This is an optimization exercise on Yosys and OpenROAD, whose aim is small area, a short achievable clock period and few clock cycles per item, not a production implementation.
The RTL was checked by simulation tests, not by an equivalence proof against the original design.
Power is estimated from default activity; no workload was simulated.

==> flow/design.v (excerpt) <==
module babe_cls (
    input  wire        clk,
    input  wire        rst,
    input  wire        start,
    input  wire [7:0]  reg_w,        
    input  wire [7:0]  reg_h,        
    input  wire [15:0] maxgrad,
    output wire        busy,
    input  wire        pix_valid,
    input  wire [7:0]  pix_r,
    input  wire [7:0]  pix_g,
    input  wire [7:0]  pix_b,
    output wire        pix_ready,
    output reg  [1:0]  res_kind,     
    output reg  [7:0]  res_a1,
    output reg  [7:0]  res_a2,
    output reg  [2:0]  res_step,
    output wire [7:0]  avg_r,
    output wire [7:0]  avg_g,
    output wire [7:0]  avg_b
);
clock: 11.0 ns
lec_check: 0
cap_margin: 20
core_margin: 2
core_utilization: 40
cts_cluster_diameter: 100
cts_cluster_size: 40
place_density: 0.6
slew_margin: 20
standard.sh (not shown) runs the stock make flow with config.mk's settings and CLKGATE_MAP_FILE= SYNTH_SCRIPT=/design/flow/synth_recipe.tcl, a recipe that flattens the netlist after the stock synthesis.
==> flow/flow/run.sh <==
#!/bin/bash
set -euo pipefail
bash standard.sh "BUFFER_PORTS_ARGS=-buffer_cell sky130_fd_sc_hd__buf_2" \
    SETUP_SLACK_MARGIN=7.5 finish > std_flow.log 2>&1
The starting point finished clean.
Testbench counts at the start, summed over its fixed seeds: cycles 80,123, regions 1,280.
Change:
==> flow/flow/run.sh (replaced) <==
#!/bin/bash
set -euo pipefail
bash standard.sh "BUFFER_PORTS_ARGS=-buffer_cell sky130_fd_sc_hd__buf_2" \
    "CTS_ARGS=-sink_clustering_enable -repair_clock_nets -sink_clustering_size 30 -sink_clustering_max_diameter 100 -sink_clustering_levels 1" \
    SETUP_SLACK_MARGIN=7.5 finish > std_flow.log 2>&1
- CTS_CLUSTER_SIZE: 40 -> 30
After rerunning:
- final area is about the same
- power goes down by 0.39%
- flip-flop and latch count does not change
- combinational power barely changes
- wire length hardly moves
- clock power fell by about 2%
- non-clock buffer count does not change
- clock-buffer cell count rises by 1
- clock skew shrinks by 4.7 ps
- area after synthesis stays the same
- fmax is lower by about 0.3%
Change:
==> flow/flow/run.sh (replaced) <==
#!/bin/bash
set -euo pipefail
bash standard.sh "BUFFER_PORTS_ARGS=-buffer_cell sky130_fd_sc_hd__buf_1" \
    SETUP_SLACK_MARGIN=7.5 finish > std_flow.log 2>&1
- CORE_UTILIZATION: 40 -> 50
- PLACE_DENSITY: 0.6 -> 0.65
Effect: Cell area is lower by a few percent. Clock-buffer cell count drops by 1. Sequential power hardly moves. First-iteration DRC count came out higher slightly. Worst hold slack hardly moves. Routed wire length falls by a few percent.

========
babe_cls again, from the RTL that the note above started with.
clock: 11.0 ns
lec_check: 0
cap_margin: 20
core_margin: 2
core_utilization: 40
cts_cluster_diameter: 100
cts_cluster_size: 30
place_density: 0.6
slew_margin: 20
==> flow/flow/run.sh <==
#!/bin/bash
set -euo pipefail
bash standard.sh "BUFFER_PORTS_ARGS=-buffer_cell sky130_fd_sc_hd__buf_2" \
    SETUP_SLACK_MARGIN=7.6 finish > std_flow.log 2>&1
The first run ran to the end with no violations.
Testbench counts at the start, summed over its fixed seeds: cycles 80,123, regions 1,280.
Then changed:
==> flow/flow/run.sh (replaced) <==
#!/bin/bash
set -euo pipefail
bash standard.sh "BUFFER_PORTS_ARGS=-buffer_cell sky130_fd_sc_hd__buf_1" \
    SETUP_SLACK_MARGIN=7.5 finish > std_flow.log 2>&1
CORE_UTILIZATION = 50   (was 40)
CTS_CLUSTER_SIZE = 25   (was 30)
GPL_TIMING_DRIVEN = 1   (was default)
PLACE_DENSITY = 0.65   (was 0.6)
Effect: Hold slack hardly moves; utilization is higher by 8.8 points; non-clock buffer count fell by 46; wire length goes down by 4.2%; combinational power barely changes; clock-buffer cell count goes up by 1; power came out lower by 5.9%; first-iteration DRC count came out lower by 6.0%.
Then changed:
GPL_TIMING_DRIVEN = default   (was 1)
Result: Wire length stays the same. Non-clock buffer count does not change. Critical path depth is unchanged.
Then changed:
CORE_UTILIZATION = 60   (was 50)
PLACE_DENSITY = 0.72   (was 0.65)
Result: The new run went through all stages and came out clean. Design area fell by 1.0%. Wire length drops by 3.4%. Cell count came out lower by 4.6%. Worst setup slack degrades by 0.032 ns. Sequential cell count stays the same. Clock-buffer cell count went up by 3.
Then changed:
CORE_UTILIZATION = 40   (was 60)
CTS_CLUSTER_SIZE = 30   (was 25)
PLACE_DENSITY = 0.6   (was 0.72)
Outcome: Global-route usage falls by 7.8 points. Total power rises by 6.4%. Worst setup slack improves by 0.016 ns. Register-to-register slack improves by 0.03 ns. Cell count rises by 11%. Area after synthesis stays the same. Design area rises by 3.3%. Critical path depth falls by 10. First-iteration DRC count rises by 3.7%.

-- afterwards: timing with drivers on the ports --
How much do the figures lean on ideal ports? The routed layouts below were timed once more, with nothing changed but the port constraints.
Step 1 (the two cells are an assumption about what drives the block):
set clk [get_ports {clk}]
set_driving_cell -lib_cell sky130_fd_sc_hd__clkbuf_16 $clk
set_driving_cell -lib_cell sky130_fd_sc_hd__buf_2 [delete_from_list [all_inputs] $clk]
Step 2 times the ports against the registers' clock, not the clock port: input delays grow and output delays shrink by t, the midpoint of the rising clock arrivals with the driver on.
a / b / c = ideal ports / drivers / drivers and shift; a / b = the first two.
run | t, ns | setup slack, ns | hold slack, ns | worst setup path at the end | latest minus earliest clock arrival (ns)
the first run of note 1 | 0.617 | 7.562 / 7.502 / 7.437 | 0.345 / 0.345 / 0.345 | input to register | 0.048 / 0.049
the second run of note 1 | 0.619 | 7.551 / 7.491 / 7.431 | 0.340 / 0.340 / 0.340 | input to register | 0.033 / 0.033
the third run of note 1 | 0.587 | 7.575 / 7.523 / 7.445 | 0.340 / 0.340 / 0.340 | input to register | 0.026 / 0.026
the first run of note 2 | 0.618 | 7.569 / 7.510 / 7.432 | 0.340 / 0.340 / 0.340 | input to register | 0.034 / 0.034
the second run of note 2 | 0.601 | 7.587 / 7.529 / 7.432 | 0.337 / 0.337 / 0.337 | input to register | 0.030 / 0.031
the third run of note 2 | 0.601 | 7.587 / 7.529 / 7.432 | 0.337 / 0.337 / 0.337 | input to register | 0.030 / 0.031
the fourth run of note 2 | 0.576 | 7.555 / 7.544 / 7.476 | 0.339 / 0.339 / 0.339 | input to register | 0.026 / 0.027
the fifth run of note 2 | 0.605 | 7.571 / 7.515 / 7.359 | 0.336 / 0.336 / 0.336 | input to register | 0.036 / 0.035
After both steps setup and hold are still met in every run listed. For the fifth run of note 2, which loses most, drivers alone change the setup slack by -0.056 ns; drivers and shift together by -0.212 ns.
